What follows belongs to an exercise in optimizing a design on an open flow for small area, a short achievable clock period and few clock cycles; a production flow would make more cautious choices.
Only simulation tests tie the RTL to the original design; equivalence was not proved.
No activity file was given, so power comes from the tool's default toggle rates.

==> flow/design.v <==
module wts_mulaw (
    input  wire [15:0] x,
    output wire [7:0]  code
);
    wire        s = x[15];
    wire [15:0] y = x ^ {16{s}};
    wire [15:0] yall;                     
    wts_pand #(.W(16)) u_py (.a(y), .y(yall));
    wire [15:0] ya = {yall[14:0], 1'b1} & {16{s}};
    wire [16:0] ab = {s & yall[15], y ^ ya};
    wire [9:0]  h  = ab[16:7];
    wire [9:0]  hall;
    wts_pand #(.W(10)) u_ph (.a(h), .y(hall));
    wire [9:0]  ha = {hall[8:0], 1'b1};
    wire [9:0]  hm = h ^ ha;               
    wire [16:0] magr = {hm, ab[6:0]};
    wire        sat = magr[16] | magr[15];
    wire [14:0] m = sat ? 15'h7FFF : magr[14:0];
    reg [2:0] tier;
    reg [3:0] mant;
    always @* begin
        if      (m[14]) begin tier = 3'd7; mant = m[13:10]; end
        else if (m[13]) begin tier = 3'd6; mant = m[12:9];  end
        else if (m[12]) begin tier = 3'd5; mant = m[11:8];  end
        else if (m[11]) begin tier = 3'd4; mant = m[10:7];  end
        else if (m[10]) begin tier = 3'd3; mant = m[9:6];   end
        else if (m[9])  begin tier = 3'd2; mant = m[8:5];   end
        else if (m[8])  begin tier = 3'd1; mant = m[7:4];   end
        else            begin tier = 3'd0; mant = m[6:3];   end
    end
    assign code = {s, tier, mant};
endmodule
module wts_core (
    input  wire        clk,
    input  wire        rst,
    input  wire        cmd_valid,
    output wire        cmd_ready,
    input  wire [31:0] cmd,
    input  wire [31:0] dat,
    output reg         rsp_valid,
    output reg  [31:0] rsp_data,
    output reg         rsp_err,
    output reg  [3:0]  rsp_code,
    output wire        out_valid,
    input  wire        out_ready,
    output reg         out_kind,
    output reg  [1:0]  out_rg,
    output wire [31:0] out_word,
    output reg         out_eol,
    output wire        sb_req,
    input  wire        sb_ack,
    output wire [31:0] sb_addr,
    input  wire [7:0]  sb_rdata,
    output wire        busy
);
    localparam OP_NOP = 4'h0, OP_CLR = 4'h1, OP_WREG = 4'h2, OP_RREG = 4'h3,
               OP_SEG = 4'h4, OP_PADQ = 4'h5, OP_WCQ = 4'h6, OP_PCM = 4'h7,
               OP_MULAW = 4'h8, OP_ENCQ = 4'h9, OP_PUSHB = 4'hA, OP_PAD = 4'hB,
               OP_HDR = 4'hC, OP_REGION = 4'hD, OP_EXPORT = 4'hE;
    localparam [5:0] S_IDLE = 6'd0,  S_DEC = 6'd1,
                     S_G1 = 6'd2,  S_G2 = 6'd3,  S_G3 = 6'd4,  S_G4 = 6'd5,
                     S_G5 = 6'd6,  S_G6 = 6'd7,  S_G7 = 6'd8,  S_G8 = 6'd9,
                     S_G9 = 6'd10, S_G10 = 6'd11, S_G11 = 6'd12, S_GF = 6'd13,
                     S_WT1 = 6'd14, S_WT2 = 6'd15,
                     S_D1 = 6'd16, S_D2 = 6'd17, S_D3 = 6'd18, S_D3P = 6'd19,
                     S_D4 = 6'd20, S_D5 = 6'd21,
                     S_P1 = 6'd22, S_P2 = 6'd23,
                     S_R0 = 6'd24, S_R1 = 6'd25, S_R2 = 6'd26,
                     S_STR = 6'd27, S_PAD = 6'd28, S_FIN = 6'd29,
                     S_C0 = 6'd30, S_C1 = 6'd31, S_C2 = 6'd32, S_C3 = 6'd33,
                     S_C4 = 6'd34, S_C5 = 6'd35, S_GW = 6'd36,
                     S_EQ = 6'd37, S_RR = 6'd38, S_GX = 6'd39,
                     S_R0W = 6'd40, S_C0W = 6'd41, S_WT1W = 6'd42;
    reg        ctrl_mode, ctrl_force;
    reg [31:0] r_start, r_end, r_sloop, r_eloop, r_dur, r_ldur;    
    reg [7:2]  wv;                    
    reg        segv, ok, smode, done, ill, nrdy;
    reg        e_order, e_malf, e_len, e_looplen, e_endloop;
    reg        rvld;                  
    reg [23:0] qa;                    
    reg [24:0] ql;                    
    reg [25:0] qd;                    
    reg [23:0] acc;
    reg [1:0]  bcnt;
    reg [2:0]  lcnt;
    reg [5:0]  st;
    reg        busy_q, crdy_q;
    reg [3:0]  op_q;
    reg [5:0]  sel;
    reg [5:0]  sel_n;                 
    reg [31:0] opa;                   
    reg [1:0]  cur_rg;
    reg        bad_q;
    reg        der_q, wct_q;
    reg        cflag;
    reg [1:0]  dk;                    
    reg [6:0]  pc;                    
    reg        sb_req_q;
    reg [26:0] sb_a;
    reg        rd_v;
    wire       rd_hi = !sb_a[0];      
    reg [7:0]  rd_q, lo_q;
    reg [7:0]  mu_q;                  
    reg        mu_v;
    reg        out_valid_q;
    assign busy      = busy_q;
    assign cmd_ready = crdy_q;
    assign out_valid = out_valid_q;
    assign sb_req    = sb_req_q;
    assign sb_addr   = {5'd0, sb_a};
    assign out_word  = rsp_data;
    wire [31:0] T = rsp_data;
    wire [3:0] c_op = cmd[31:28];
    wire [7:0] c_ra = cmd[23:16];
    reg        c_radef;
    always @* begin
        case (c_ra)
            8'h00, 8'h01, 8'h02, 8'h03, 8'h04, 8'h05, 8'h06, 8'h07, 8'h08,
            8'h10, 8'h11, 8'h12, 8'h13, 8'h14, 8'h15,
            8'h18, 8'h19, 8'h1A, 8'h1C, 8'h1D, 8'h1E,
            8'h20, 8'h21, 8'h22, 8'h23, 8'h24, 8'h25, 8'h26:
                c_radef = 1'b1;
            default:
                c_radef = 1'b0;
        endcase
    end
    wire c_z27_24 = (cmd[27:24] == 4'd0);
    wire c_z23_16 = (cmd[23:16] == 8'd0);
    wire c_z15_8  = (cmd[15:8] == 8'd0);
    wire c_z7_0   = (cmd[7:0] == 8'd0);
    wire c_fastw = cmd_valid && (cmd[31:24] == 8'h20) && c_z15_8 && c_z7_0 &&
                   (cmd[23:19] == 5'd0) && (cmd[18:16] != 3'd1);
    wire c_der = cmd[21] || (cmd[20:19] == 2'b11);
    wire c_wct = (cmd[21:16] == 6'h23);
    reg  c_bad;
    always @* begin
        case (c_op)
            OP_NOP, OP_CLR, OP_SEG, OP_PADQ, OP_WCQ, OP_EXPORT:
                c_bad = !(c_z27_24 && c_z23_16 && c_z15_8 && c_z7_0);
            OP_WREG:
                c_bad = !(c_z27_24 && c_z15_8 && c_z7_0 && (c_ra <= 8'h07) && (c_ra != 8'h01));
            OP_RREG:
                c_bad = !(c_z27_24 && c_z15_8 && c_z7_0 && c_radef);
            OP_PCM, OP_MULAW, OP_ENCQ:
                c_bad = !(c_z27_24 && c_z23_16);
            OP_PUSHB:
                c_bad = !(c_z27_24 && c_z23_16 && c_z15_8);
            OP_PAD, OP_HDR, OP_REGION:
                c_bad = !((cmd[27:26] == 2'd0) && (cmd[25:24] != 2'd3) && c_z23_16 &&
                          c_z15_8 && c_z7_0);
            default:
                c_bad = 1'b1;
        endcase
    end
    wire [31:0] status = {7'd0, (bcnt != 2'd0), 1'b0, lcnt, 2'd0, bcnt, 3'd0,
                          e_endloop, e_looplen, e_len, e_malf, e_order,
                          2'd0, nrdy, ill, smode, done, ok, segv};
    wire [1:0]  k = {1'b0, (qa[6:0] != 7'd0)} + {1'b0, (ql[6:0] > qa[6:0])} +
                    {1'b0, (qd[6:0] > ql[6:0])};
    wire [31:0] wct_base = !rvld ? 32'd0 :
                           smode ? {8'd0, qd[25:7], 5'b00011} : {7'd0, qd[25:7], 6'b000011};
    wire [31:0] kterm = !rvld ? 32'd0 : smode ? {25'd0, k, 5'd0} : {24'd0, k, 6'd0};
    wire [6:0]  npad2   = 7'd0 - T[7:1];            
    reg [31:0] rv;
    always @* begin
        case (sel_n)
            6'h00:        rv = {30'd0, ctrl_force, ctrl_mode};
            6'h01:        rv = status;
            6'h02:        rv = wv[2] ? r_start : 32'd0;
            6'h03:        rv = wv[3] ? r_end : 32'd0;
            6'h04:        rv = wv[4] ? r_sloop : 32'd0;
            6'h05:        rv = wv[5] ? r_eloop : 32'd0;
            6'h06:        rv = wv[6] ? r_dur : 32'd0;
            6'h07:        rv = wv[7] ? r_ldur : 32'd0;
            6'h08:        rv = {8'd0, acc};
            6'h0A:        rv = wct_base;
            6'h0B:        rv = kterm;
            6'h0C:        rv = 32'd127;
            6'h0D:        rv = {24'd0, {1'b0, npad2} + {6'd0, dk} + 8'd4};
            6'h11, 6'h12: rv = rvld ? {7'd0, qa, 1'b0} : 32'd0;
            6'h13, 6'h14: rv = rvld ? {6'd0, ql, 1'b0} : 32'd0;
            6'h15:        rv = rvld ? {5'd0, qd, 1'b0} : 32'd0;
            default:      rv = 32'd0;
        endcase
    end
    reg         asub_q;               
    wire [32:0] asum;
    wts_add32 u_add (.a(opa), .b(asub_q ? ~T : T), .ci(asub_q), .s(asum));
    wire        bo   = !asum[32];                   
    wire        big  = (asum[31:25] != 7'd0);       
    reg         bo_q, big_q;                        
    wire [7:0]  mu;
    wts_mulaw u_mu (.x({rd_q, lo_q}), .code(mu));
    wire [7:0]  tag     = smode ? 8'h01 : 8'h81;
    wire        hdr_vis = segv && ok;
    wire [6:0]  npad1   = 7'd0 - T[6:0];            
    wire        wmode   = (op_q == OP_WCQ) ? ctrl_mode : smode;
    wire        wgate   = (op_q == OP_WCQ) || rvld;
    wire [31:0] wcf     = wmode ? {1'b0, cflag, T[31:7], 5'b00001} : {cflag, T[31:7], 6'b000001};
    wire [3:0]  code    = e_order   ? 4'd3 :
                          e_malf    ? 4'd4 :
                          e_len     ? 4'd5 :
                          e_looplen ? 4'd6 :
                          e_endloop ? 4'd7 : 4'd0;
    wire        fatal   = e_order || e_malf || e_len;
    wire        okc     = !fatal && (!(e_looplen || e_endloop) || ctrl_force);
    wire [5:0]  rb_code = {3'b010, cur_rg, 1'b0};
    wire [5:0]  re_code = {3'b010, cur_rg, 1'b1};
    wire [1:0]  nxt_rg  = cur_rg + 2'd1;
    wire        ofree    = !out_valid_q || out_ready;
    wire [25:0] q_e      = (cur_rg == 2'd0) ? {2'd0, qa} :
                           (cur_rg == 2'd1) ? {1'b0, ql} : qd;
    wire [26:0] end_addr = {q_e, 1'b0};
    wire [26:0] sb_all;                     
    wts_pand #(.W(27)) u_inc (.a(sb_a), .y(sb_all));
    wire [26:0] sb_inc   = sb_a ^ {sb_all[25:0], 1'b1};
    wire        in_str   = (st == S_STR);
    wire        push_v   = in_str && (smode ? mu_v : rd_v);
    wire        blk      = push_v && (bcnt == 2'd3) && !ofree;
    wire        mu_free  = !mu_v || !blk;
    wire        rd_keep  = in_str && rd_v && (smode ? (rd_hi && !mu_free) : blk);
    wire        mu_load  = in_str && smode && rd_v && rd_hi && mu_free;
    wire        cap      = sb_req_q && sb_ack && !rd_keep;
    wire        cnt_en   = (op_q == OP_REGION);
    wire        can_push = (bcnt != 2'd3) || ofree;
    wire [7:0]  psum     = {1'b0, pc} + {6'd0, bcnt};
    reg  [5:0]  st_n;
    reg         t_en, t_dat, t_rv, t_sum, t_hs, t_hstag, t_wcf, t_np, t_mu, t_wd;
    reg         rsp_go, rsp_e;
    reg  [3:0]  rsp_c;
    reg         psh;                  
    reg  [1:0]  pbs;                  
    reg         hdr_emit, pad_close, pad_fit;
    reg         wreg_en, clr_en;
    reg         g_m0, g_m1, g_o0, g_o1, g_endl, g_lool, g_fin;
    reg         qa_ld, ql_ld, qd_ld;
    reg         ill_set, nrdy_set, done_set;
    reg         sba_ld, str_go, pc_ld;
    reg         cur_ld, dk_ld, cf_ld;
    reg  [1:0]  cur_n;
    reg         pnext;
    always @* begin
        st_n = st;       sel_n = sel;
        t_en = 1'b0;     t_dat = 1'b0;   t_rv = 1'b0;   t_sum = 1'b0;
        t_hs = 1'b0;     t_hstag = 1'b0; t_wcf = 1'b0;  t_np = 1'b0;  t_mu = 1'b0;  t_wd = 1'b0;
        rsp_go = 1'b0;   rsp_e = 1'b0;   rsp_c = 4'd0;
        psh = 1'b0;      pbs = 2'd0;
        hdr_emit = 1'b0; pad_close = 1'b0; pad_fit = 1'b0;
        wreg_en = 1'b0;  clr_en = 1'b0;
        g_m0 = 1'b0; g_m1 = 1'b0; g_o0 = 1'b0; g_o1 = 1'b0; g_endl = 1'b0; g_lool = 1'b0; g_fin = 1'b0;
        qa_ld = 1'b0;    ql_ld = 1'b0;   qd_ld = 1'b0;
        ill_set = 1'b0;  nrdy_set = 1'b0; done_set = 1'b0;
        sba_ld = 1'b0;   str_go = 1'b0;  pc_ld = 1'b0;
        cur_ld = 1'b0;   cur_n = cur_rg; dk_ld = 1'b0;  cf_ld = 1'b0;  pnext = 1'b0;
        case (st)
        S_IDLE: begin
            wreg_en = c_fastw;
            t_en = 1'b1; t_dat = !c_fastw;
            cur_ld = 1'b1; cur_n = (c_op == OP_RREG) ? cmd[17:16] : cmd[25:24];
            if (cmd_valid && !c_fastw) st_n = S_DEC;
        end
        S_DEC: begin
            if (bad_q) begin
                ill_set = 1'b1;
                t_en = 1'b1;
                rsp_go = 1'b1; rsp_e = 1'b1; rsp_c = 4'd1;
            end else if (((op_q == OP_PAD) || (op_q == OP_HDR) || (op_q == OP_REGION)) &&
                         !(segv && ok)) begin
                nrdy_set = 1'b1;
                t_en = 1'b1;
                rsp_go = 1'b1; rsp_e = 1'b1; rsp_c = 4'd2;
            end else begin
                case (op_q)
                OP_NOP: begin
                    t_en = 1'b1; rsp_go = 1'b1;
                end
                OP_CLR: begin
                    clr_en = 1'b1; t_en = 1'b1; rsp_go = 1'b1;
                end
                OP_RREG: begin
                    st_n = S_RR;
                end
                OP_SEG, OP_EXPORT: begin
                    clr_en = (op_q == OP_EXPORT);
                    sel_n = 6'h02; st_n = S_G1;
                end
                OP_PADQ: begin
                    t_en = 1'b1; t_np = 1'b1; rsp_go = 1'b1;
                end
                OP_WCQ: begin
                    sel_n = 6'h0C; st_n = S_D4;
                end
                OP_ENCQ: begin
                    st_n = S_EQ;
                end
                OP_PCM, OP_MULAW, OP_PUSHB: begin
                    st_n = S_P1;
                end
                default: begin  
                    dk_ld = 1'b1;
                    sel_n = rb_code; st_n = S_R0;
                end
                endcase
            end
        end
        S_G1:  begin t_en = 1'b1; t_rv = 1'b1; sel_n = 6'h04; st_n = S_G2; end
        S_G2:  begin qa_ld = 1'b1; g_m0 = 1'b1; sel_n = 6'h05; st_n = S_G3; end
        S_G3:  begin ql_ld = 1'b1; g_o0 = 1'b1; sel_n = 6'h03; st_n = S_G4; end
        S_G4:  begin qd_ld = 1'b1; sel_n = 6'h04; st_n = S_G5; end
        S_G5:  begin t_en = 1'b1; t_rv = 1'b1; sel_n = 6'h05; st_n = S_G6; end
        S_G6:  begin g_m1 = 1'b1; st_n = S_G7; end
        S_G7:  begin t_en = 1'b1; t_rv = 1'b1; g_o1 = 1'b1; sel_n = 6'h03; st_n = S_G8; end
        S_G8:  begin g_m1 = 1'b1; sel_n = 6'h06; st_n = S_G9; end
        S_G9:  begin g_o1 = 1'b1; st_n = S_G10; end
        S_G10: begin t_en = 1'b1; t_rv = 1'b1; g_endl = 1'b1; sel_n = 6'h07; st_n = S_G11; end
        S_G11: begin st_n = S_GX; end
        S_GX:  begin g_lool = 1'b1; st_n = S_GF; end
        S_GF: begin
            g_fin = 1'b1;
            if (fatal || ((op_q == OP_EXPORT) && !okc)) begin
                t_en = 1'b1;
                rsp_go = 1'b1; rsp_e = 1'b1; rsp_c = code;
            end else if (op_q == OP_SEG) begin
                sel_n = 6'h0B; st_n = S_GW;
            end else begin
                cur_ld = 1'b1; cur_n = 2'd0;
                sel_n = 6'h10; st_n = S_R0;
            end
        end
        S_GW:  st_n = S_WT1;
        S_RR: begin
            t_en = 1'b1; t_rv = 1'b1;
            if (wct_q) begin
                sel_n = 6'h0A; st_n = S_WT2;
            end else if (der_q) begin
                sel_n = re_code; st_n = S_D2;
            end else begin
                rsp_go = 1'b1;
            end
        end
        S_EQ:  begin t_en = 1'b1; t_mu = 1'b1; rsp_go = 1'b1; end
        S_WT1: begin sel_n = 6'h0A; if (ofree) begin t_en = 1'b1; t_rv = 1'b1; st_n = S_WT2; end else st_n = S_WT1W; end
        S_WT1W: begin sel_n = 6'h0B; st_n = S_WT1; end
        S_WT2: begin
            t_en = 1'b1; t_sum = 1'b1;
            rsp_go = 1'b1;
            rsp_e  = (op_q == OP_SEG) && !ok;
            rsp_c  = (op_q == OP_RREG) ? 4'd0 : code;
        end
        S_D1: begin t_en = 1'b1; t_rv = 1'b1; sel_n = re_code; st_n = S_D2; end
        S_D2: begin t_en = 1'b1; t_sum = 1'b1; st_n = S_D3; end
        S_D3: begin
            t_en = 1'b1;
            case (dk)
                2'b00: begin t_hs = 1'b1; rsp_go = 1'b1; end                   
                2'b01: begin t_hs = 1'b1; st_n = S_D3P; end                    
                2'b11: begin t_hs = hdr_vis; t_hstag = 1'b1; rsp_go = 1'b1; end  
                default: begin t_hs = 1'b1; sel_n = 6'h0C; st_n = S_D4; end     
            endcase
        end
        S_D3P: begin t_en = 1'b1; t_np = 1'b1; rsp_go = 1'b1; end
        S_D4:  begin t_en = 1'b1; t_sum = 1'b1; cf_ld = 1'b1; st_n = S_D5; end
        S_D5:  begin t_en = 1'b1; t_wcf = wgate; rsp_go = 1'b1; end
        S_P1: begin
            pbs = (op_q == OP_MULAW) ? 2'd2 : 2'd1;
            if (can_push) begin
                psh = 1'b1;
                if (bcnt == 2'd3) begin t_en = 1'b1; t_wd = 1'b1; end
                st_n = (op_q == OP_PCM) ? S_P2 : S_FIN;
            end
        end
        S_P2: begin
            pbs = 2'd0;
            if (can_push) begin
                psh = 1'b1;
                if (bcnt == 2'd3) begin t_en = 1'b1; t_wd = 1'b1; end
                st_n = S_FIN;
            end
        end
        S_R0: begin sel_n = re_code; if (ofree) begin t_en = 1'b1; t_rv = 1'b1; sba_ld = 1'b1; st_n = S_R1; end else st_n = S_R0W; end
        S_R0W: begin sel_n = rb_code; st_n = S_R0; end
        S_R1: begin t_en = 1'b1; t_sum = 1'b1; st_n = S_R2; end
        S_R2: begin
            sel_n = 6'h09;
            if (op_q == OP_PAD) begin
                pc_ld = 1'b1; st_n = S_PAD;
            end else if (ofree) begin
                hdr_emit = 1'b1;
                t_en = 1'b1; t_hs = 1'b1; t_hstag = 1'b1;
                if (op_q == OP_HDR) begin
                    st_n = S_FIN;
                end else begin
                    pc_ld = 1'b1; str_go = 1'b1;
                    st_n = S_STR;
                end
            end
        end
        S_STR: begin
            pbs  = smode ? 2'd2 : 2'd0;
            psh  = push_v && !blk;
            if (psh && (bcnt == 2'd3)) begin
                t_en = 1'b1; t_wd = 1'b1;
            end
            if (!sb_req_q && !rd_keep && !mu_load && !(mu_v && blk)) st_n = S_PAD;
        end
        S_PAD: begin
            pnext = 1'b0;
            if (op_q == OP_EXPORT)
                sel_n = (cur_rg != 2'd2) ? {3'b010, nxt_rg, 1'b0} : 6'h0B;
            else
                sel_n = rb_code;
            if (pc == 7'd0) begin
                pnext = 1'b1;
            end else if (psum[7:2] != 6'd0) begin
                if (ofree) begin
                    pad_close = 1'b1;
                    t_en = 1'b1; t_wd = 1'b1;
                    pnext = (psum == 8'd4);
                end
            end else begin
                pad_fit = 1'b1;
                pnext = 1'b1;
            end
            if (!pnext) begin
            end else if (op_q == OP_EXPORT) begin
                if (cur_rg != 2'd2) begin
                    cur_ld = 1'b1; cur_n = nxt_rg;
                    st_n = S_R0;
                end else begin
                    done_set = 1'b1;
                    st_n = S_WT1;
                end
            end else if (cnt_en) begin
                st_n = S_C0;
            end else begin
                st_n = S_FIN;
            end
        end
        S_C0: begin sel_n = re_code; if (ofree) begin t_en = 1'b1; t_rv = 1'b1; st_n = S_C1; end else st_n = S_C0W; end
        S_C0W: begin sel_n = rb_code; st_n = S_C0; end
        S_C1: begin t_en = 1'b1; t_sum = 1'b1; st_n = S_C2; end
        S_C2: begin                        
            if (smode) begin t_en = 1'b1; t_hs = 1'b1; end
            sel_n = 6'h0D; st_n = S_C3;
        end
        S_C3: begin t_en = 1'b1; t_sum = 1'b1; st_n = S_C4; end
        S_C4: begin t_en = 1'b1; t_hs = 1'b1; st_n = S_C5; end
        S_C5: begin t_en = 1'b1; t_hs = 1'b1; rsp_go = 1'b1; end
        default: begin  
            if (ofree) begin
                t_en = 1'b1;
                rsp_go = 1'b1;
            end
        end
        endcase
        if (rsp_go) st_n = S_IDLE;
    end
    reg  [7:0]  pb;
    always @* begin
        case (pbs)
            2'd0:    pb = rd_q;
            2'd1:    pb = lo_q;
            default: pb = mu_q;
        endcase
    end
    wire        close = (psh && (bcnt == 2'd3)) || pad_close;
    wire [7:0]  pbz   = pad_close ? 8'h00 : pb;
    wire [31:0] t_next = ({32{t_dat}} & dat) |
                         ({32{t_rv}}  & opa) |
                         ({32{t_sum}} & asum[31:0]) |
                         ({32{t_hs}}  & {(t_hstag ? tag : {7'd0, T[25]}), T[24:1]}) |
                         ({32{t_wd}}  & {pbz, acc}) |
                         ({32{t_wcf}} & wcf) |
                         ({32{t_np}}  & {25'd0, npad1}) |
                         ({32{t_mu}}  & {24'd0, mu_q});
    always @(posedge clk) begin
        if (t_en) rsp_data <= t_next;
        if (rsp_go || wreg_en) begin
            rsp_err  <= rsp_e;
            rsp_code <= rsp_c;
        end
        if (cf_ld) cflag <= asum[32];
        if (wreg_en && (cmd[18:16] == 3'd2)) r_start <= dat;
        if (wreg_en && (cmd[18:16] == 3'd3)) r_end   <= dat;
        if (wreg_en && (cmd[18:16] == 3'd4)) r_sloop <= dat;
        if (wreg_en && (cmd[18:16] == 3'd5)) r_eloop <= dat;
        if (wreg_en && (cmd[18:16] == 3'd6)) r_dur   <= dat;
        if (wreg_en && (cmd[18:16] == 3'd7)) r_ldur  <= dat;
        if (qa_ld) qa <= asum[24:1];
        if (ql_ld) ql <= asum[25:1];
        if (qd_ld) qd <= asum[26:1];
        if (st == S_IDLE) begin
            op_q  <= c_op;
            bad_q <= c_bad;
            der_q <= c_der;
            wct_q <= c_wct;
        end
        sel <= (st == S_IDLE) ? (c_wct ? 6'h0B : c_der ? {3'b010, cmd[17:16], 1'b0} : cmd[21:16])
                              : sel_n;
        opa <= rv;
        bo_q  <= bo;
        big_q <= big;
        if (cur_ld) cur_rg <= cur_n;
        if (st == S_IDLE) dk <= {cmd[21], cmd[18]};
        else if (dk_ld)   dk <= bcnt;
        if (hdr_emit) begin
            out_kind <= 1'b1;
            out_rg   <= cur_rg;
            out_eol  <= 1'b0;
        end else if (close) begin
            out_kind <= 1'b0;
            out_rg   <= 2'd0;
            out_eol  <= (lcnt == 3'd7);
        end
        if (pc_ld)
            pc <= npad2;
        else if (pad_close)
            pc <= psum[6:0] - 7'd4;
        else if (pad_fit)
            pc <= 7'd0;
        if (sba_ld)
            sb_a <= opa[26:0];
        else if (in_str && cap)
            sb_a <= sb_inc;
        if (st == S_IDLE) begin
            rd_q <= cmd[15:8];
            lo_q <= cmd[7:0];
        end else if (in_str) begin
            if (cap) begin
                rd_q  <= sb_rdata;
            end
            if (rd_v && smode && !rd_hi)
                lo_q <= rd_q;
        end
        if (mu_load || (st == S_DEC))
            mu_q <= mu;
        if (rst) begin
            ctrl_mode <= 1'b0; ctrl_force <= 1'b0;
            wv <= 6'd0;
            segv <= 1'b0; ok <= 1'b0; smode <= 1'b0; done <= 1'b0;
            ill <= 1'b0; nrdy <= 1'b0;
            e_order <= 1'b0; e_malf <= 1'b0; e_len <= 1'b0;
            e_looplen <= 1'b0; e_endloop <= 1'b0;
            rvld <= 1'b0;
            acc <= 24'd0; bcnt <= 2'd0; lcnt <= 3'd0;
            st <= S_IDLE;
            asub_q <= 1'b0;
            busy_q <= 1'b0;
            crdy_q <= 1'b1;
            rsp_valid <= 1'b0;
            out_valid_q <= 1'b0;
            sb_req_q <= 1'b0;
            rd_v <= 1'b0;
            mu_v <= 1'b0;
        end else begin
            st <= st_n;
            asub_q <= (st == S_G1) || (st == S_G2) || (st == S_G3) || (st == S_G5) ||
                      (st == S_G7) || (st == S_G8) || (st == S_G10) ||
                      ((st == S_RR) && der_q && !wct_q) ||
                      (((st == S_R0) || (st == S_C0)) && ofree);
            rsp_valid <= rsp_go || ((st == S_IDLE) && c_fastw);
            if ((st == S_IDLE) && cmd_valid && !c_fastw) begin
                busy_q <= 1'b1;
                crdy_q <= 1'b0;
            end else if (rsp_go) begin
                busy_q <= 1'b0;
                crdy_q <= 1'b1;
            end
            if (wreg_en && (cmd[18:17] != 2'd0))
                wv[cmd[18:16]] <= 1'b1;
            if (wreg_en && (cmd[18:16] == 3'd0)) begin ctrl_mode <= dat[0]; ctrl_force <= dat[1]; end
            if (ill_set) ill <= 1'b1;
            else if (clr_en) ill <= 1'b0;
            if (nrdy_set) nrdy <= 1'b1;
            else if (clr_en) nrdy <= 1'b0;
            if (done_set) done <= 1'b1;
            else if (clr_en || g_fin) done <= 1'b0;
            if (wreg_en) begin
                segv <= 1'b0;
                ok   <= 1'b0;
            end else if (g_fin) begin
                segv <= 1'b1;
                ok   <= okc;
            end
            if (g_fin) begin
                smode <= ctrl_mode;
                rvld  <= !fatal;
            end
            if (g_m0)
                e_malf <= asum[0];
            else if (g_m1)
                e_malf <= e_malf | asum[0];
            else if (g_fin)
                e_malf <= e_malf && !e_order;
            if (g_o0) begin
                e_order <= bo_q; e_len <= big_q;
            end else if (g_o1) begin
                e_order <= e_order | bo_q; e_len <= e_len | big_q;
            end else if (g_fin) begin
                e_len  <= e_len && !e_order;
            end
            if (g_endl) e_endloop <= bo_q;
            if (g_lool) e_looplen <= !bo_q;
            if (clr_en || close) begin
                acc  <= 24'd0;
                bcnt <= 2'd0;
            end else if (psh) begin
                case (bcnt)
                    2'd0:    acc[7:0]   <= pb;
                    2'd1:    acc[15:8]  <= pb;
                    default: acc[23:16] <= pb;
                endcase
                bcnt <= bcnt + 2'd1;
            end else if (pad_fit) begin
                bcnt <= psum[1:0];
            end
            if (clr_en)
                lcnt <= 3'd0;
            else if (close)
                lcnt <= lcnt + 3'd1;
            if (hdr_emit || close)
                out_valid_q <= 1'b1;
            else if (out_ready)
                out_valid_q <= 1'b0;
            if (str_go)
                sb_req_q <= (T[24:1] != 24'd0);
            else if (in_str)
                sb_req_q <= sb_req_q && !(cap && (sb_inc == end_addr));
            if (in_str)
                rd_v <= cap || rd_keep;
            if (in_str)
                mu_v <= mu_load || (mu_v && blk);
        end
    end
endmodule
module wts_add32 (
    input  wire [31:0] a,
    input  wire [31:0] b,
    input  wire        ci,
    output wire [32:0] s
);
    localparam N = 33;                    
    wire [N*7-1:0] G, P;
    assign G[N-1:0] = {a & b, ci};
    assign P[N-1:0] = {a ^ b, 1'b0};
    genvar l, i;
    generate
        for (l = 0; l < 6; l = l + 1) begin : g_lv
            for (i = 0; i < N; i = i + 1) begin : g_bt
                if ((i >> l) & 1) begin : g_op
                    localparam integer J = ((i >> l) << l) - 1;
                    assign G[(l+1)*N+i] = G[l*N+i] | (P[l*N+i] & G[l*N+J]);
                    assign P[(l+1)*N+i] = P[l*N+i] & P[l*N+J];
                end else begin : g_pass
                    assign G[(l+1)*N+i] = G[l*N+i];
                    assign P[(l+1)*N+i] = P[l*N+i];
                end
            end
        end
    endgenerate
    wire [N-1:0] C = G[6*N +: N];         
    assign s = {C[32], (a ^ b) ^ C[31:0]};
endmodule
module wts_pand #(parameter W = 8) (
    input  wire [W-1:0] a,
    output wire [W-1:0] y
);
    localparam L = (W <= 2) ? 1 : (W <= 4) ? 2 : (W <= 8) ? 3 : (W <= 16) ? 4 : (W <= 32) ? 5 : 6;
    wire [W*(L+1)-1:0] n;
    assign n[W-1:0] = a;
    genvar l, i;
    generate
        for (l = 0; l < L; l = l + 1) begin : g_lv
            for (i = 0; i < W; i = i + 1) begin : g_bt
                if ((i >> l) & 1) begin : g_op
                    localparam integer J = ((i >> l) << l) - 1;
                    assign n[(l+1)*W+i] = n[l*W+i] & n[l*W+J];
                end else begin : g_pass
                    assign n[(l+1)*W+i] = n[l*W+i];
                end
            end
        end
    endgenerate
    assign y = n[L*W +: W];
endmodule
==> flow/flow/run.sh <==
#!/bin/bash
set -euo pipefail
sed -i '/SETUP_SLACK_MARGIN/d' config.mk
echo 'export SETUP_SLACK_MARGIN = 6' >> config.mk
bash standard.sh > standard.log 2>&1
==> flow/standard.sh <==
#!/bin/bash
# synth_recipe.tcl (not shown) runs the flow's synth.tcl, then flattens the netlist and writes it again
# the make line also repeats each setting of config.mk as NAME=value (left out here)
make -C /OpenROAD-flow-scripts/flow DESIGN_CONFIG=/design/flow/config.mk WORK_HOME=/design/flow/orfs CLKGATE_MAP_FILE= SYNTH_SCRIPT=/design/flow/synth_recipe.tcl "${@:-finish}"
==> flow/config.mk <==
export PLATFORM = sky130hd
export DESIGN_NAME = wts_core
export DESIGN_NICKNAME = wts_core
export VERILOG_FILES = /design/flow/design.v
export SDC_FILE = /design/flow/constraint.sdc
export NUM_CORES = 4
export LEC_CHECK = 0
export CAP_MARGIN = 20
export CORE_MARGIN = 2
export CORE_UTILIZATION = 60
export CTS_CLUSTER_DIAMETER = 80
export CTS_CLUSTER_SIZE = 30
export PLACE_DENSITY = 0.7
export SLEW_MARGIN = 20
export SETUP_SLACK_MARGIN = 6
==> flow/constraint.sdc <==
create_clock -name core_clock -period 10.0 [get_ports {clk}]
set_input_delay 2.0000 -clock core_clock [delete_from_list [all_inputs] [get_ports {clk}]]
set_output_delay 2.0000 -clock core_clock [all_outputs]
set_load 0.01 [all_outputs]
==> results of run 1 <==
[power by group through the flow]
| stage | clock network (W) | logic [W] | registers, W |
|---|---|---|---|
| after detailed placement | 0 | 0.00368 | 0.00308 |
| after floorplan | 0 | 0.00261 | 0.00285 |
| final | 0.00131 | 0.00447 | 0.00301 |
| after CTS | 0.00130 | 0.00404 | 0.00299 |
| after global routing | 0.00137 | 0.00470 | 0.00301 |
| after global placement | 0 | 0.00359 | 0.00308 |
[per-layer routing]
| metal | track usage | up-vias | routed length (um) |
|---|---|---|---|
| li1 | - | 10500 | - |
| met1 | 0.572 | 12000 | 37600 |
| met2 | 0.635 | 2248 | 44400 |
| met3 | 0.181 | 468 | 18400 |
| met4 | 0.200 | 12 | 6040 |
| met5 | 0.0396 | - | 280 |
[cell type report]
cell class | instances | share of cell area
antenna | 4 | 0.000311
tap | 600 | 0.0233
timing repair buffer | 340 | 0.101
sequential | 480 | 0.415
clock inverter | 16 | 0.00840
inverter | 84 | 0.0101
clock buffer | 32 | 0.0210
multi-input combinational | 1929 | 0.420
[how the worst max path moves through the flow]
stage	start	endpoint	slack (ns)	cells after the start
after detailed placement	cmd[16]	wv[5]	4.58	12
after CTS	asub_q	rsp_data[31]	5.55	16
final	asub_q	rsp_data[31]	5.58	17
after floorplan	cmd[18]	wv[5]	5.74	12
after global placement	cmd[16]	wv[5]	4.62	12
after global routing	asub_q	rsp_data[31]	5.49	17
[worst max-delay path: stages (launching register included)]
cell	delay [ns]
dfxtp_4	0.38
buf_12	0.13
buf_16	0.13
xor2_1	0.16
ha_1	0.33
a21o_1	0.20
a21o_1	0.20
a21oi_2	0.23
o221ai_4	0.21
or4_4	0.47
o21ai_4	0.19
o221ai_2	0.12
and2_4	0.15
o21a_1	0.16
or2_4	0.23
fa_2	0.43
a222oi_1	0.35
nand2_1	0.10
[logic make-up after synthesis]
logic type                 Yosys count  synth area share
and+or+nand+nor                    908             0.165
AOI/OAI and AO/OA                  718             0.185
DFF                                480             0.489
buffers and inverters              282            0.0479
xor gates and xnor gates           133            0.0427
adders and majority gates           96            0.0464
muxes                               63            0.0241
other                                1          0.000137
[metrics by stage]
step | hold WS [ns] | util
after floorplan | 0.418 | -
after global placement | 0.434 | 0.652
after detailed placement | 0.455 | 0.652
after CTS | 0.470 | 0.694
after global routing | 0.504 | 0.712
final | 0.483 | 0.712
[registers in the layout (all words and copies together), names as in the netlist, 3 cells and up]
signal,cells
r_end,32
r_sloop,32
qd,26
lcnt,3
r_start,32
sb_a,27
rsp_code,3
r_ldur,32
rsp_data,32
r_eloop,32
st,6
r_dur,32
mu_q,8
sel,6
lo_q,8
acc,24
ql,25
rd_q,8
wv,6
op_q,4
qa,24
pc,7
opa,32
[cells in the final DEF (no fill, tap or decap), types with 22 or more instances in the layout]
master and instances:
a211oi_1 27, a21oi_1 159, a221oi_1 26, a222oi_1 67, a22o_1 22, a22oi_1 80
and3_1 29, buf_4 123, buf_6 24, clkbuf_16 28, clkdlybuf4s50_1 152, dfxtp_1 104
edfxtp_1 375, ha_1 78, inv_1 73, mux2_2 22, mux2i_1 41, nand2_1 269
nand2b_1 40, nand3_1 74, nand4_1 28, nor2_1 217, nor2b_1 25, nor3_1 42
o21ai_0 126, xnor2_1 64, xor2_1 64
[cells in the mapped netlist, types with 19 or more instances]
library cell / number / share of area
edfxtp_1: 375 / 0.41
nand2_1: 276 / 0.038
nor2_1: 230 / 0.032
a21oi_1: 164 / 0.030
o21ai_0: 132 / 0.024
dfxtp_1: 105 / 0.077
clkbuf_1: 101 / 0.014
ha_1: 86 / 0.039
a22oi_1: 82 / 0.023
inv_1: 80 / 0.011
nand3_1: 77 / 0.014
a222oi_1: 67 / 0.025
xnor2_1: 67 / 0.021
xor2_1: 66 / 0.021
nor3_1: 50 / 0.0092
buf_4: 47 / 0.013
nand2b_1: 43 / 0.0098
mux2i_1: 41 / 0.015
and3_1: 38 / 0.0087
buf_2: 34 / 0.0062
a221oi_1: 29 / 0.0093
nor4_1: 29 / 0.0066
a211oi_1: 28 / 0.0077
nand4_1: 28 / 0.0064
nor2b_1: 27 / 0.0062
a22o_1: 22 / 0.0071
mux2_2: 22 / 0.0091
o22ai_1: 20 / 0.0046
a21o_1: 19 / 0.0052
[what timing repair did]
item | 4_1_cts | 5_1_grt
gates resized for setup | 119 | 122
setup endpoints to repair | 359 | 357
setup buffers | 60 | 49
pin swaps | 36 | 50
cloned | 10 | 1
hold endpoints to repair | 0 | 0
==> results.sh, run 1 <==
export IMPL_avgViaCountPerCell=7.25
export IMPL_rsz0062_at_grt="yes"
export IMPL_dp_hpwl_um=69500
export IMPL_reg2reg_depth=17
export IMPL_required_ns=10.38
export IMPL_syn_area_per_cell_um2=10.2
export IMPL_setup_ws_ns=5.58
export IMPL_worst_pin_slew_ns=1.18
export IMPL_hold_path_depth=2
export IMPL_wl_per_cell_um=30.6
export IMPL_cts_path_max_buffers=3
export IMPL_finalPower_w=0.00879
export IMPL_nets=3033
export IMPL_rrSetupSlack_ns=5.58
export IMPL_place_gp_congestion=1.01
export IMPL_outcome="finished clean"
export IMPL_rows=78
export IMPL_setup_viol=0
export IMPL_rr_startpoint="asub_q"
export IMPL_swShare=0.448
export IMPL_grt_pass1_vias=23800
export IMPL_layout_min_cycle_time_ns=4.42
export IMPL_final_period_utilization=0.442
export IMPL_wl_um=107000
export IMPL_synth_ff_type="edfxtp_1"
export IMPL_synthArstFlopShare=0
export IMPL_root_buffer="clkbuf_16"
export IMPL_p_per_area_mw_per_mm2=273
export IMPL_cts_sinks=480
export IMPL_synth_area_mm2=0.0273
export IMPL_maxCapViolations=0
export IMPL_power_frac_comb=0.509
export IMPL_crit_type="flop to flop"
export IMPL_cts_tree="done"
export IMPL_io_buffers=180
export IMPL_clock_latency_ns=0.65
export IMPL_yosys_warnings=2
export IMPL_synth_edf_count=375
export IMPL_min_from="busy_q"
export IMPL_die_w_um=217
export IMPL_hold_viol_final=0
export IMPL_finClkSkew_ns=0.0463
export IMPL_whs_endpoint="busy_q"
export IMPL_layout_drive_gt1_share=0.148
export IMPL_vias=25300
export IMPL_cts_buffers=26
export IMPL_nFillCells=3257
export IMPL_clkPwrFrac=0.149
export IMPL_hold_class="flop to flop"
export IMPL_multi_input_area_mm2=0.0135
export IMPL_core_mm2=0.0452
export IMPL_antenna_found_initial=5
export IMPL_final_cells=3485
export IMPL_cp_max_fo=4
export IMPL_endpoint_kind="flop"
export IMPL_internal_power_w=0.00485
export IMPL_syn_inst=2681
export IMPL_cts_htree_levels=1
export IMPL_grt_use_total=0.439
export IMPL_die_area_mm2=0.0472
export IMPL_drc=0
export IMPL_netSwitchingPower_w=0.00394
export IMPL_power_frac_seq=0.343
export IMPL_slew_violations=0
export IMPL_seq_area_mm2=0.0134
export IMPL_cp_arrival_ns=4.80
export IMPL_fmax_mhz=226
export IMPL_p_leak_nw=11.6
export IMPL_drt_iter0_drc=4864
export IMPL_path_clk_slew_ns=0.11
export IMPL_fp_dieH_um=217
export IMPL_ios=187
export IMPL_place_inst=3313
export IMPL_syn_to_final_growth_pct=17.9
export IMPL_worstReg2RegEnd="rsp_data[31]"
export IMPL_initial_core_util=0.604
export IMPL_ys_seq_area_frac=0.489
export IMPL_grt_ovfl_total=0
export IMPL_design_area_mm2=0.0322
export IMPL_pre_cts_ws_ns=4.58
export IMPL_synth_seq_cells=480
export IMPL_cp_start_kind="flop"
export IMPL_firstDrtPassIters=15
export IMPL_peakVddDrop_uv=323
export IMPL_placed_area_mm2=0.0295
export IMPL_ctsHoldBuffers=0
export IMPL_finalSetupTns_ns=0
export IMPL_grt_pass1_wl_um=153000
export IMPL_ys_types=99
export IMPL_ant_nets=0
export IMPL_grt_max_degree=51
export IMPL_relSlewSlack=0.216
Testbench counts, summed over its fixed seeds: cycles 99,941.
==> run 2: changes to the inputs <==
--- a/flow/design.v
+++ b/flow/design.v
@@ -187,3 +187,3 @@
     wire [32:0] asum;
-    wts_add32 u_add (.a(opa), .b(asub_q ? ~T : T), .ci(asub_q), .s(asum));
+    wts_add32 u_add (.a(opa), .b(T), .ci(asub_q), .s(asum));
     wire        bo   = !asum[32];                   
@@ -227,2 +227,3 @@
     reg  [5:0]  st_n;
+    reg         t_inv;                
     reg         t_en, t_dat, t_rv, t_sum, t_hs, t_hstag, t_wcf, t_np, t_mu, t_wd;
@@ -243,3 +244,3 @@
         st_n = st;       sel_n = sel;
-        t_en = 1'b0;     t_dat = 1'b0;   t_rv = 1'b0;   t_sum = 1'b0;
+        t_en = 1'b0;     t_dat = 1'b0;   t_rv = 1'b0;   t_sum = 1'b0;  t_inv = 1'b0;
         t_hs = 1'b0;     t_hstag = 1'b0; t_wcf = 1'b0;  t_np = 1'b0;  t_mu = 1'b0;  t_wd = 1'b0;
@@ -305,3 +306,3 @@
         end
-        S_G1:  begin t_en = 1'b1; t_rv = 1'b1; sel_n = 6'h04; st_n = S_G2; end
+        S_G1:  begin t_en = 1'b1; t_rv = 1'b1; t_inv = 1'b1; sel_n = 6'h04; st_n = S_G2; end
         S_G2:  begin qa_ld = 1'b1; g_m0 = 1'b1; sel_n = 6'h05; st_n = S_G3; end
@@ -309,8 +310,8 @@
         S_G4:  begin qd_ld = 1'b1; sel_n = 6'h04; st_n = S_G5; end
-        S_G5:  begin t_en = 1'b1; t_rv = 1'b1; sel_n = 6'h05; st_n = S_G6; end
+        S_G5:  begin t_en = 1'b1; t_rv = 1'b1; t_inv = 1'b1; sel_n = 6'h05; st_n = S_G6; end
         S_G6:  begin g_m1 = 1'b1; st_n = S_G7; end
-        S_G7:  begin t_en = 1'b1; t_rv = 1'b1; g_o1 = 1'b1; sel_n = 6'h03; st_n = S_G8; end
+        S_G7:  begin t_en = 1'b1; t_rv = 1'b1; t_inv = 1'b1; g_o1 = 1'b1; sel_n = 6'h03; st_n = S_G8; end
         S_G8:  begin g_m1 = 1'b1; sel_n = 6'h06; st_n = S_G9; end
         S_G9:  begin g_o1 = 1'b1; st_n = S_G10; end
-        S_G10: begin t_en = 1'b1; t_rv = 1'b1; g_endl = 1'b1; sel_n = 6'h07; st_n = S_G11; end
+        S_G10: begin t_en = 1'b1; t_rv = 1'b1; t_inv = 1'b1; g_endl = 1'b1; sel_n = 6'h07; st_n = S_G11; end
         S_G11: begin st_n = S_GX; end
@@ -331,3 +332,3 @@
         S_RR: begin
-            t_en = 1'b1; t_rv = 1'b1;
+            t_en = 1'b1; t_rv = 1'b1; t_inv = der_q && !wct_q;
             if (wct_q) begin
@@ -349,3 +350,2 @@
         end
-        S_D1: begin t_en = 1'b1; t_rv = 1'b1; sel_n = re_code; st_n = S_D2; end
         S_D2: begin t_en = 1'b1; t_sum = 1'b1; st_n = S_D3; end
@@ -379,3 +379,3 @@
         end
-        S_R0: begin sel_n = re_code; if (ofree) begin t_en = 1'b1; t_rv = 1'b1; sba_ld = 1'b1; st_n = S_R1; end else st_n = S_R0W; end
+        S_R0: begin sel_n = re_code; if (ofree) begin t_en = 1'b1; t_rv = 1'b1; t_inv = 1'b1; sba_ld = 1'b1; st_n = S_R1; end else st_n = S_R0W; end
         S_R0W: begin sel_n = rb_code; st_n = S_R0; end
@@ -438,3 +438,3 @@
         end
-        S_C0: begin sel_n = re_code; if (ofree) begin t_en = 1'b1; t_rv = 1'b1; st_n = S_C1; end else st_n = S_C0W; end
+        S_C0: begin sel_n = re_code; if (ofree) begin t_en = 1'b1; t_rv = 1'b1; t_inv = 1'b1; st_n = S_C1; end else st_n = S_C0W; end
         S_C0W: begin sel_n = rb_code; st_n = S_C0; end
@@ -468,3 +468,3 @@
     wire [31:0] t_next = ({32{t_dat}} & dat) |
-                         ({32{t_rv}}  & opa) |
+                         ({32{t_rv}}  & (opa ^ {32{t_inv}})) |
                          ({32{t_sum}} & asum[31:0]) |
--- a/flow/config.mk
+++ b/flow/config.mk
@@ -10,4 +10,2 @@
 export CORE_UTILIZATION = 60
-export CTS_CLUSTER_DIAMETER = 80
-export CTS_CLUSTER_SIZE = 30
 export PLACE_DENSITY = 0.7
==> results.sh, run 2 <==
export IMPL_wl_um=110000
export IMPL_cts_path_max_buffers=3
export IMPL_vias=25400
export IMPL_seq_area_mm2=0.0134
export IMPL_cp_arrival_ns=4.46
export IMPL_core_mm2=0.0451
export IMPL_final_common_cell="edfxtp_1"
export IMPL_io_buffers=180
export IMPL_synth_largest_type_area_fraction=0.414
export IMPL_yosys_warnings=2
export IMPL_final_period_utilization=0.411
export IMPL_drc=0
export IMPL_grt_pass1_vias=23300
export IMPL_synth_seq_cells=480
export IMPL_synth_compound_area_frac=0.183
export IMPL_nets=3046
export IMPL_nFillCells=3109
export IMPL_clock_latency_ns=0.63
export IMPL_firstDrtPassIters=21
export IMPL_syn_to_final_growth_pct=22.0
export IMPL_initial_core_util=0.603
export IMPL_ys_types=96
export IMPL_slew_violations=0
export IMPL_ys_seq_area_frac=0.491
export IMPL_synth_ff_type="edfxtp_1"
export IMPL_fp_dieH_um=217
export IMPL_synth_commonest_cells="edfxtp_1, nand2_1, nor2_1"
export IMPL_rsz0062_at_grt="yes"
export IMPL_synth_top_family_by_area="compound AO/OA/AOI/OAI gates"
export IMPL_outcome="finished clean"
export IMPL_cts_buffers=50
export IMPL_synth_most_common_cell="edfxtp_1"
export IMPL_grt_pass1_wl_um=155000
export IMPL_place_gp_congestion=1.02
export IMPL_path_clk_slew_ns=0.07
export IMPL_dp_hpwl_um=70800
export IMPL_synth_edf_count=375
export IMPL_cp_start_kind="input port"
export IMPL_cts_tree="done"
export IMPL_p_leak_nw=12.3
export IMPL_root_buffer="clkbuf_16"
export IMPL_placed_area_mm2=0.0292
export IMPL_maxCapViolations=0
export IMPL_cts_sinks=480
export IMPL_worst_pin_slew_ns=1.23
export IMPL_ctsHoldBuffers=0
export IMPL_reg2reg_depth=11
export IMPL_synth_mux_area_frac=0.0238
export IMPL_crit_type="input port to flop"
export IMPL_fmax_mhz=243
export IMPL_required_ns=10.35
export IMPL_hold_class="flop to flop"
export IMPL_setup_viol=0
export IMPL_grt_use_total=0.449
export IMPL_synthXorXnorAreaFrac=0.0464
export IMPL_syn_area_per_cell_um2=10.3
export IMPL_grt_max_degree=52
export IMPL_die_area_mm2=0.0471
export IMPL_relSlewSlack=0.172
export IMPL_synth_area_mm2=0.0272
export IMPL_ios=187
export IMPL_synthAdderAreaFrac=0.0469
export IMPL_wl_per_cell_um=31.2
export IMPL_hold_viol_final=0
export IMPL_final_cell_mix="edfxtp_1, nand2_1, nor2_1"
export IMPL_hold_path_depth=2
export IMPL_setup_ws_ns=5.89
export IMPL_cp_max_fo=2
export IMPL_antenna_found_initial=3
export IMPL_synthArstFlopShare=0
export IMPL_design_area_mm2=0.0332
export IMPL_syn_inst=2647
export IMPL_finalSetupTns_ns=0
export IMPL_peakVddDrop_uv=335
export IMPL_multi_input_area_mm2=0.0135
export IMPL_die_w_um=217
export IMPL_p_per_area_mw_per_mm2=285
export IMPL_drt_iter0_drc=4984
export IMPL_rows=78
export IMPL_synthTopCellsByArea="edfxtp_1, dfxtp_1, ha_1"
export IMPL_avgViaCountPerCell=7.21
export IMPL_endpoint_kind="flop"
export IMPL_cts_htree_levels=2
export IMPL_layout_min_cycle_time_ns=4.11
export IMPL_synth_simple_area_share=0.162
export IMPL_yosys_area_top_type="edfxtp_1"
export IMPL_finClkSkew_ns=0.0262
export IMPL_grt_ovfl_total=0
export IMPL_ant_nets=0
export IMPL_pre_cts_ws_ns=4.34
export IMPL_layout_drive_gt1_share=0.156
==> run 2: path summary, 6_finish.rpt <==
check,start,endpoint,slack (ns)
max,cmd[10],bad_q,5.89
min,r_sloop[29],opa[29],0.46
max reg2reg,op_q[1],opa[17],5.91
min reg2reg,r_sloop[29],opa[29],0.46
==> run 2: worst max-delay path: stages <==
cell	delay, ns
buf_6	0.09
or4_4	0.54
nor2_4	0.14
buf_4	0.12
buf_6	0.08
buf_6	0.08
buf_6	0.09
buf_6	0.09
buf_4	0.10
buf_6	0.08
buf_6	0.08
buf_6	0.08
buf_6	0.08
buf_6	0.08
buf_6	0.08
buf_4	0.09
buf_4	0.09
buf_4	0.09
a31oi_1	0.07
a22oi_1	0.16
o2111ai_1	0.16
==> run 2: area by class of cell <==
cell class / instances / share of cell area
multi-input cells: 1910 / 0.407
flip-flops and latches: 480 / 0.403
repair buffers: 355 / 0.106
clock buffers: 64 / 0.0420
well taps: 600 / 0.0226
clock inverters: 29 / 0.0107
inverters: 76 / 0.00860
diodes: 3 / 0.000226
==> run 2: kinds of logic (layout without fill, tap and decap cells) <==
group,count (synthesis),count (layout)
flip-flops,480,480
AND/OR/NAND/NOR,891,901
other,1,9
AO/OA/AOI/OAI,700,700
multiplexers,63,63
adder cells (fa/ha/maj),96,96
XOR/XNOR,144,144
buffers and inverters,272,524
==> run 2: power breakdown <==
| group | switching, W | leakage (nW) | internal [W] | total, W |
|---|---|---|---|---|
| clock network | 0.000868 | 0.852 | 0.00115 | 0.00202 |
| logic | 0.00278 | 7.08 | 0.00172 | 0.00451 |
| registers | 0.000379 | 4.33 | 0.00256 | 0.00293 |
==> run 2: through the flow <==
stage,hold slack (ns),instances,total power (W),utilization
finish,0.457,3517,0.00946,0.736
global placement,0.430,3277,0.00648,0.648
floorplan,0.421,2652,0.00529,-
global route,0.481,3516,0.00971,0.736
CTS,0.462,3455,0.00895,0.717
detailed placement,0.448,3277,0.00656,0.648
==> run 2: what timing repair did <==
item | in CTS | in global routing
setup endpoints to repair | 350 | 325
cloned | 11 | 2
setup buffers | 74 | 57
gates resized for setup | 175 | 73
pin swaps | 38 | 35
==> run 2: layer usage <==
layer	up-vias	share of wire	routed length, um	track usage
li1	10500	-	-	-
met1	12000	0.36	39500	0.619
met2	2418	0.41	44900	0.626
met3	458	0.18	19500	0.176
met4	2	0.053	5790	0.194
met5	-	0.00010	11	0
Testbench counts of run 2, summed over its fixed seeds: cycles 99,941.
==> run 3: changes to the inputs <==
==> flow/flow/run.sh (replaced) <==
#!/bin/bash
set -euo pipefail
sed -i '/SETUP_SLACK_MARGIN/d' config.mk
echo 'export SETUP_SLACK_MARGIN = 6' >> config.mk
bash standard.sh MATCH_CELL_FOOTPRINT=0 finish > standard.log 2>&1
==> results.sh, run 3 <==
export IMPL_outcome="finished clean"
export IMPL_yosys_area_top_type="edfxtp_1"
export IMPL_io_buffers=180
export IMPL_syn_inst=2647
export IMPL_grt_pass1_vias=23300
export IMPL_vias=25300
export IMPL_cp_max_fo=6
export IMPL_p_per_area_mw_per_mm2=280
export IMPL_swShare=0.430
export IMPL_synthArstFlopShare=0
export IMPL_layout_min_cycle_time_ns=4.19
export IMPL_hold_class="flop to flop"
export IMPL_synth_edf_count=375
export IMPL_syn_area_per_cell_um2=10.3
export IMPL_final_common_cell="edfxtp_1"
export IMPL_clock_latency_ns=0.63
export IMPL_final_period_utilization=0.419
export IMPL_maxCapViolations=0
export IMPL_cts_htree_levels=2
export IMPL_cts_tree="done"
export IMPL_wl_um=108000
export IMPL_synth_commonest_cells="edfxtp_1, nand2_1, nor2_1"
export IMPL_die_area_mm2=0.0471
export IMPL_path_clk_slew_ns=0.07
export IMPL_rows=78
export IMPL_synth_ff_type="edfxtp_1"
export IMPL_yosys_warnings=2
export IMPL_grt_use_total=0.441
export IMPL_clkPwrFrac=0.203
export IMPL_worst_pin_slew_ns=1.16
export IMPL_power_frac_comb=0.484
export IMPL_endpoint_kind="flop"
export IMPL_fmax_mhz=239
export IMPL_die_w_um=217
export IMPL_post_route_util=0.738
export IMPL_final_cell_mix="edfxtp_1, nand2_1, nor2_1"
export IMPL_power_frac_seq=0.313
export IMPL_place_gp_congestion=0.993
export IMPL_grt_ovfl_total=0
export IMPL_dp_hpwl_um=70300
export IMPL_cts_path_max_buffers=3
export IMPL_grt_pass1_wl_um=152000
export IMPL_ios=187
export IMPL_wl_per_cell_um=30.8
export IMPL_ys_types=96
export IMPL_internal_power_w=0.00532
export IMPL_rsz0062_at_grt="yes"
export IMPL_cts_buffers=49
export IMPL_syn_to_final_growth_pct=22.4
export IMPL_crit_type="input port to flop"
export IMPL_grt_max_degree=52
export IMPL_finClkSkew_ns=0.0280
export IMPL_synthTopCellsByArea="edfxtp_1, dfxtp_1, ha_1"
export IMPL_layout_drive_gt1_share=0.153
export IMPL_cp_arrival_ns=4.53
export IMPL_ctsHoldBuffers=0
export IMPL_relSlewSlack=0.219
export IMPL_nets=3045
export IMPL_firstDrtPassIters=14
export IMPL_cp_start_kind="input port"
export IMPL_root_buffer="clkbuf_16"
export IMPL_drt_iter0_drc=5136
export IMPL_fp_dieH_um=217
export IMPL_hold_viol_final=0
export IMPL_core_mm2=0.0451
export IMPL_ant_nets=0
export IMPL_required_ns=10.34
export IMPL_avgViaCountPerCell=7.20
export IMPL_synth_most_common_cell="edfxtp_1"
export IMPL_initial_core_util=0.603
export IMPL_antenna_found_initial=3
export IMPL_synth_largest_type_area_fraction=0.414
export IMPL_setup_viol=0
export IMPL_finalSetupTns_ns=0
export IMPL_slew_violations=0
export IMPL_synth_area_mm2=0.0272
export IMPL_netSwitchingPower_w=0.00401
export IMPL_drc=0
export IMPL_cts_sinks=480
export IMPL_synth_seq_cells=480
export IMPL_p_leak_nw=12.4
export IMPL_ys_seq_area_frac=0.491
export IMPL_peakVddDrop_uv=355
-- run 3: cell counts after synthesis --
Identical to the previous run, type by type.
-- run 3: path summary, 6_finish.rpt --
| kind | from | end | slack, ns | cells after the start |
|---|---|---|---|---|
| worst max-delay path | cmd[10] | rsp_data[25] | 5.81 | 11 |
| worst min-delay path | out_eol | out_eol | 0.46 | 2 |
| worst max register to register | rsp_data[0] | rsp_data[31] | 5.90 | 14 |
| worst min register to register | out_eol | out_eol | 0.46 | 2 |
-- run 3: final cells by class --
cell class	count	area (um^2)
inverter	76	289
multi-input combinational	1909	13600
sequential	480	13400
timing repair buffer	356	3690
antenna	2	5.00
tap	600	751
clock buffer	58	1300
clock inverter	32	324
fill	3078	11800
-- run 3: what timing repair did --
item                       CTS  global route
gates resized for setup    138            78
pin swaps                   35            38
buffers inserted            69            63
cloned                      12             0
setup endpoints to repair  345           249
-- run 3: power groups by stage --
stage / clock network (W) / logic (W) / registers (W)
final: 0.00189 / 0.00451 / 0.00293
after floorplan: 0 / 0.00248 / 0.00281
after detailed placement: 0 / 0.00352 / 0.00302
after CTS: 0.00188 / 0.00402 / 0.00290
after global routing: 0.00195 / 0.00471 / 0.00293
after global placement: 0 / 0.00345 / 0.00301
-- run 3: kinds of logic (layout without fill, tap and decap cells) --
family | count (synthesis) | after routing | synth area share
other | 1 | 8 | 0.000138
adder cells (fa/ha/maj) | 96 | 96 | 0.0469
multiplexers | 63 | 63 | 0.0238
flip-flops | 480 | 480 | 0.491
AND/OR/NAND/NOR | 891 | 900 | 0.162
XOR/XNOR | 144 | 144 | 0.0464
AO/OA/AOI/OAI | 700 | 700 | 0.183
buffers and inverters | 272 | 522 | 0.0469
-- run 3: per-stage QoR --
step | hold WS [ns] | cell area, um^2 | power, W | std cells | setup slack, ns
2_1_floorplan | 0.421 | 27400 | 0.00529 | 2652 | 5.76
3_3_place_gp | 0.429 | 29200 | 0.00646 | 3277 | 4.60
3_5_place_dp | 0.441 | 29200 | 0.00654 | 3277 | 4.49
4_1_cts | 0.460 | 32200 | 0.00880 | 3448 | 6.00
5_1_grt | 0.477 | 33300 | 0.00958 | 3512 | 5.82
6_report | 0.456 | 33300 | 0.00933 | 3513 | 5.81
-- run 3: metal layers --
metal | vias to the layer above | part of all wire | wire [um] | global-route usage
li1 | 10500 | - | - | -
met5 | - | 0.00091 | 98 | 0.00417
met4 | 8 | 0.055 | 5910 | 0.193
met3 | 414 | 0.18 | 19000 | 0.175
met2 | 2402 | 0.40 | 43700 | 0.620
met1 | 12000 | 0.36 | 39300 | 0.603
-- run 3: worst max-delay path: stages --
cell and delay, ns:
buf_6 0.09, or4_4 0.54, nor2_4 0.13, and3_4 0.19, and4_4 0.24, a31oi_4 0.22, clkbuf_16 0.26, a222oi_1 0.46
o21ai_1 0.14, a21oi_1 0.16, o21ai_1 0.09
==> run 4: changes to the inputs <==
==> flow/flow/run.sh (replaced) <==
#!/bin/bash
set -euo pipefail
sed -i '/SETUP_SLACK_MARGIN/d; /BUFFER_PORTS_ARGS/d' config.mk
echo 'export SETUP_SLACK_MARGIN = 6' >> config.mk
echo 'export BUFFER_PORTS_ARGS = -buffer_cell sky130_fd_sc_hd__buf_2' >> config.mk
bash standard.sh > standard.log 2>&1
--- a/flow/config.mk
+++ b/flow/config.mk
@@ -13 +13,2 @@
 export SETUP_SLACK_MARGIN = 6
+export BUFFER_PORTS_ARGS = -buffer_cell sky130_fd_sc_hd__buf_2
==> results.sh, run 4 <==
export IMPL_min_from="out_eol"
export IMPL_synth_most_common_cell="edfxtp_1"
export IMPL_io_buffers=180
export IMPL_fmax_mhz=238
export IMPL_final_common_cell="edfxtp_1"
export IMPL_ys_seq_area_frac=0.491
export IMPL_hold_class="flop to flop"
export IMPL_cpMostUsedCell="o21ai_0"
export IMPL_holdWs_ns=0.446
export IMPL_synthXorXnorAreaFrac=0.0464
export IMPL_hold_viol_final=0
export IMPL_cts_buffers=51
export IMPL_grt_max_degree=52
export IMPL_post_route_util=0.704
export IMPL_netSwitchingPower_w=0.00391
export IMPL_synth_commonest_cells="edfxtp_1, nand2_1, nor2_1"
export IMPL_wl_met3_um=18100
export IMPL_wirelength_met1_um=38900
export IMPL_synth_mux_area_frac=0.0238
export IMPL_synth_largest_type_area_fraction=0.414
export IMPL_synth_ff_type="edfxtp_1"
export IMPL_wl_per_cell_um=30.5
export IMPL_wl_um=106000
export IMPL_endpoint_kind="flop"
export IMPL_synth_area_mm2=0.0272
export IMPL_initial_core_util=0.603
export IMPL_grt_pass1_wl_um=149000
export IMPL_syn_inst=2647
export IMPL_rr_startpoint="rsp_data[2]"
export IMPL_reg2reg_depth=16
export IMPL_p_leak_nw=12.0
export IMPL_clock_latency_ns=0.63
export IMPL_wl_met2_um=43700
export IMPL_synth_simple_area_share=0.162
export IMPL_cts_sinks=480
export IMPL_nets=3015
export IMPL_cts_path_max_buffers=3
export IMPL_synth_seq_cells=480
export IMPL_die_area_mm2=0.0471
export IMPL_firstDrtPassIters=10
export IMPL_ys_types=96
export IMPL_grt_use_total=0.433
export IMPL_pre_cts_ws_ns=4.79
export IMPL_synthAdderAreaFrac=0.0469
export IMPL_cp_arrival_ns=4.69
export IMPL_rows=78
export IMPL_finClkSkew_ns=0.0311
export IMPL_crit_path_top_delay_cell="fa_1"
export IMPL_relSlewSlack=0.206
export IMPL_avgViaCountPerCell=7.13
export IMPL_synth_edf_count=375
export IMPL_ant_nets=0
export IMPL_final_cell_mix="edfxtp_1, nand2_1, nor2_1"
export IMPL_startpoint="rsp_data[2]"
export IMPL_crit_type="flop to flop"
export IMPL_synthTopCellsByArea="edfxtp_1, dfxtp_1, ha_1"
export IMPL_worst_pin_slew_ns=1.18
export IMPL_cp_start_kind="flop"
export IMPL_finalSetupTns_ns=0
export IMPL_synthArstFlopShare=0
export IMPL_slew_violations=0
export IMPL_setup_ws_ns=5.80
export IMPL_synth_top_family_by_area="compound AO/OA/AOI/OAI gates"
export IMPL_layout_drive_gt1_share=0.194
export IMPL_final_period_utilization=0.420
export IMPL_cp_max_fo=5
export IMPL_internal_power_w=0.00518
export IMPL_path_clk_slew_ns=0.07
export IMPL_whs_endpoint="out_eol"
export IMPL_yosys_area_top_type="edfxtp_1"
export IMPL_peakVddDrop_uv=363
export IMPL_required_ns=10.49
export IMPL_worstReg2RegEnd="big_q"
export IMPL_p_per_area_mw_per_mm2=287
export IMPL_hold_path_depth=2
export IMPL_swShare=0.430
export IMPL_root_buffer="clkbuf_16"
export IMPL_power_frac_seq=0.322
export IMPL_highest_layer="met5"
export IMPL_placed_area_mm2=0.0283
export IMPL_cts_htree_levels=2
export IMPL_critical_path_max_stage_delay_ns=0.54
export IMPL_clkPwrFrac=0.208
export IMPL_vias=24900
export IMPL_nFillCells=3352
export IMPL_maxCapViolations=0
export IMPL_antenna_found_initial=6
export IMPL_syn_to_final_growth_pct=16.6
export IMPL_syn_area_per_cell_um2=10.3
export IMPL_grt_ovfl_total=0
export IMPL_design_area_mm2=0.0317
export IMPL_ios=187
export IMPL_cts_tree="done"
export IMPL_drt_iter0_drc=4958
export IMPL_core_mm2=0.0451
export IMPL_synth_compound_area_frac=0.183
export IMPL_setup_viol=0
export IMPL_outcome="finished clean"
export IMPL_yosys_warnings=2
export IMPL_fp_dieH_um=217
export IMPL_power_frac_comb=0.470
export IMPL_place_gp_congestion=0.985
export IMPL_die_w_um=217
export IMPL_rsz0062_at_grt="yes"
export IMPL_path_cells="ha_1 > o21ai_0 > o21bai_2 > o2111ai_2 > o31ai_2 > buf_4 > a31oi_4 > o21ai_4 > a21oi_4 > o21bai_4 > and3_1 > a211oi_2 > fa_1 > nand2_1 > a211oi_1 > o21ai_0"
export IMPL_drc=0
export IMPL_layout_min_cycle_time_ns=4.20
export IMPL_rrSetupSlack_ns=5.80
export IMPL_grt_pass1_vias=22800
export IMPL_dp_hpwl_um=70600
==> run 4: routing by layer <==
metal | up-vias | track usage
met5 | - | 0
met1 | 11900 | 0.602
met4 | 2 | 0.183
met3 | 351 | 0.150
met2 | 2181 | 0.615
li1 | 10400 | -
==> run 4: logic make-up after synthesis <==
| family | after synthesis |
|---|---|
| simple gates | 891 |
| mux | 63 |
| buf+inv | 272 |
| compound gates | 700 |
| fa+ha+maj | 96 |
| other cells | 1 |
| flops | 480 |
| xor+xnor | 144 |
==> run 4: area by class of cell <==
class                      count  area [um^2]  share of cell area
tap                          600          751              0.0237
timing repair buffer         324         2310              0.0730
antenna                        3         7.51            0.000237
multi-input combinational   1909        13300               0.421
sequential                   480        13400               0.421
inverter                      76          285             0.00899
clock buffer                  67         1390              0.0437
clock inverter                27          270             0.00852
==> run 4: stage by stage <==
step | power [W] | cells
floorplan | 0.00529 | 2652
global placement | 0.00631 | 3275
detailed placement | 0.00641 | 3276
CTS | 0.00856 | 3429
global route | 0.00940 | 3485
finish | 0.00909 | 3486
==> run 4: critical path, delay by kind of cell, from the launching register on <==
kind / cells / cell delay, ns
AO/OA/AOI/OAI: 11 / 2.13
AND/OR/NAND/NOR: 2 / 0.27
buffers and inverters: 1 / 0.24
adder cells (fa/ha/maj): 2 / 0.92
flip-flops: 1 / 0.49
==> run 4: power groups by stage <==
stage | logic, W | clock network [W] | registers, W
after global routing | 0.00450 | 0.00197 | 0.00293
after CTS | 0.00373 | 0.00189 | 0.00293
after floorplan | 0.00248 | 0 | 0.00281
after global placement | 0.00327 | 0 | 0.00304
final | 0.00427 | 0.00189 | 0.00293
after detailed placement | 0.00337 | 0 | 0.00304
==> run 4: what timing repair did <==
item,4_1_cts,5_1_grt
gates resized for setup,76,75
setup buffers,50,51
hold buffers,0,0
gates cloned,9,3
pin swaps,14,29
setup endpoints to repair,332,301
==> run 4: how the worst max path moves through the flow <==
stage                               to  slack, ns  cells past startpoint
after CTS                        big_q       5.69                     15
after global routing             big_q       5.67                     16
after detailed placement   rsp_data[6]       4.79                     10
after floorplan           rsp_data[23]       5.76                      9
after global placement    rsp_data[31]       4.77                      7
final                            big_q       5.80                     16

-- what the ideal ports hide --
The flow's constraints put no driver on any port. The routed layouts listed below were extracted and timed again, unchanged, in two steps. Step 1 (the two cells are an assumption about what drives the block):
set clk [get_ports {clk}]
set_driving_cell -lib_cell sky130_fd_sc_hd__clkbuf_16 $clk
set_driving_cell -lib_cell sky130_fd_sc_hd__buf_2 [delete_from_list [all_inputs] $clk]
Step 2 times the ports against the registers' clock, not the clock port: input delays grow and output delays shrink by t, the midpoint of the rising clock arrivals with the driver on. Slacks: no drivers / after step 1 / after step 2; pairs: no drivers / after step 1.
| run | t, ns | setup WS [ns] | hold WS [ns] | worst data-port slew with drivers (ns) |
|---|---|---|---|---|
| run 1 | 0.688 | 5.584 / 5.584 / 5.290 | 0.483 / 0.483 / 0.483 | 0.05 |
| run 2 | 0.684 | 5.891 / 5.908 / 5.236 | 0.457 / 0.457 / 0.457 | 0.09 |
| run 3 | 0.679 | 5.810 / 5.839 / 5.160 | 0.456 / 0.456 / 0.456 | 0.09 |
| run 4 | 0.679 | 5.801 / 5.801 / 5.290 | 0.446 / 0.446 / 0.446 | 0.11 |
After both steps every run listed still meets setup and hold. For run 2, which loses most, drivers alone change the setup slack by +0.017 ns; drivers and shift together by -0.655 ns.
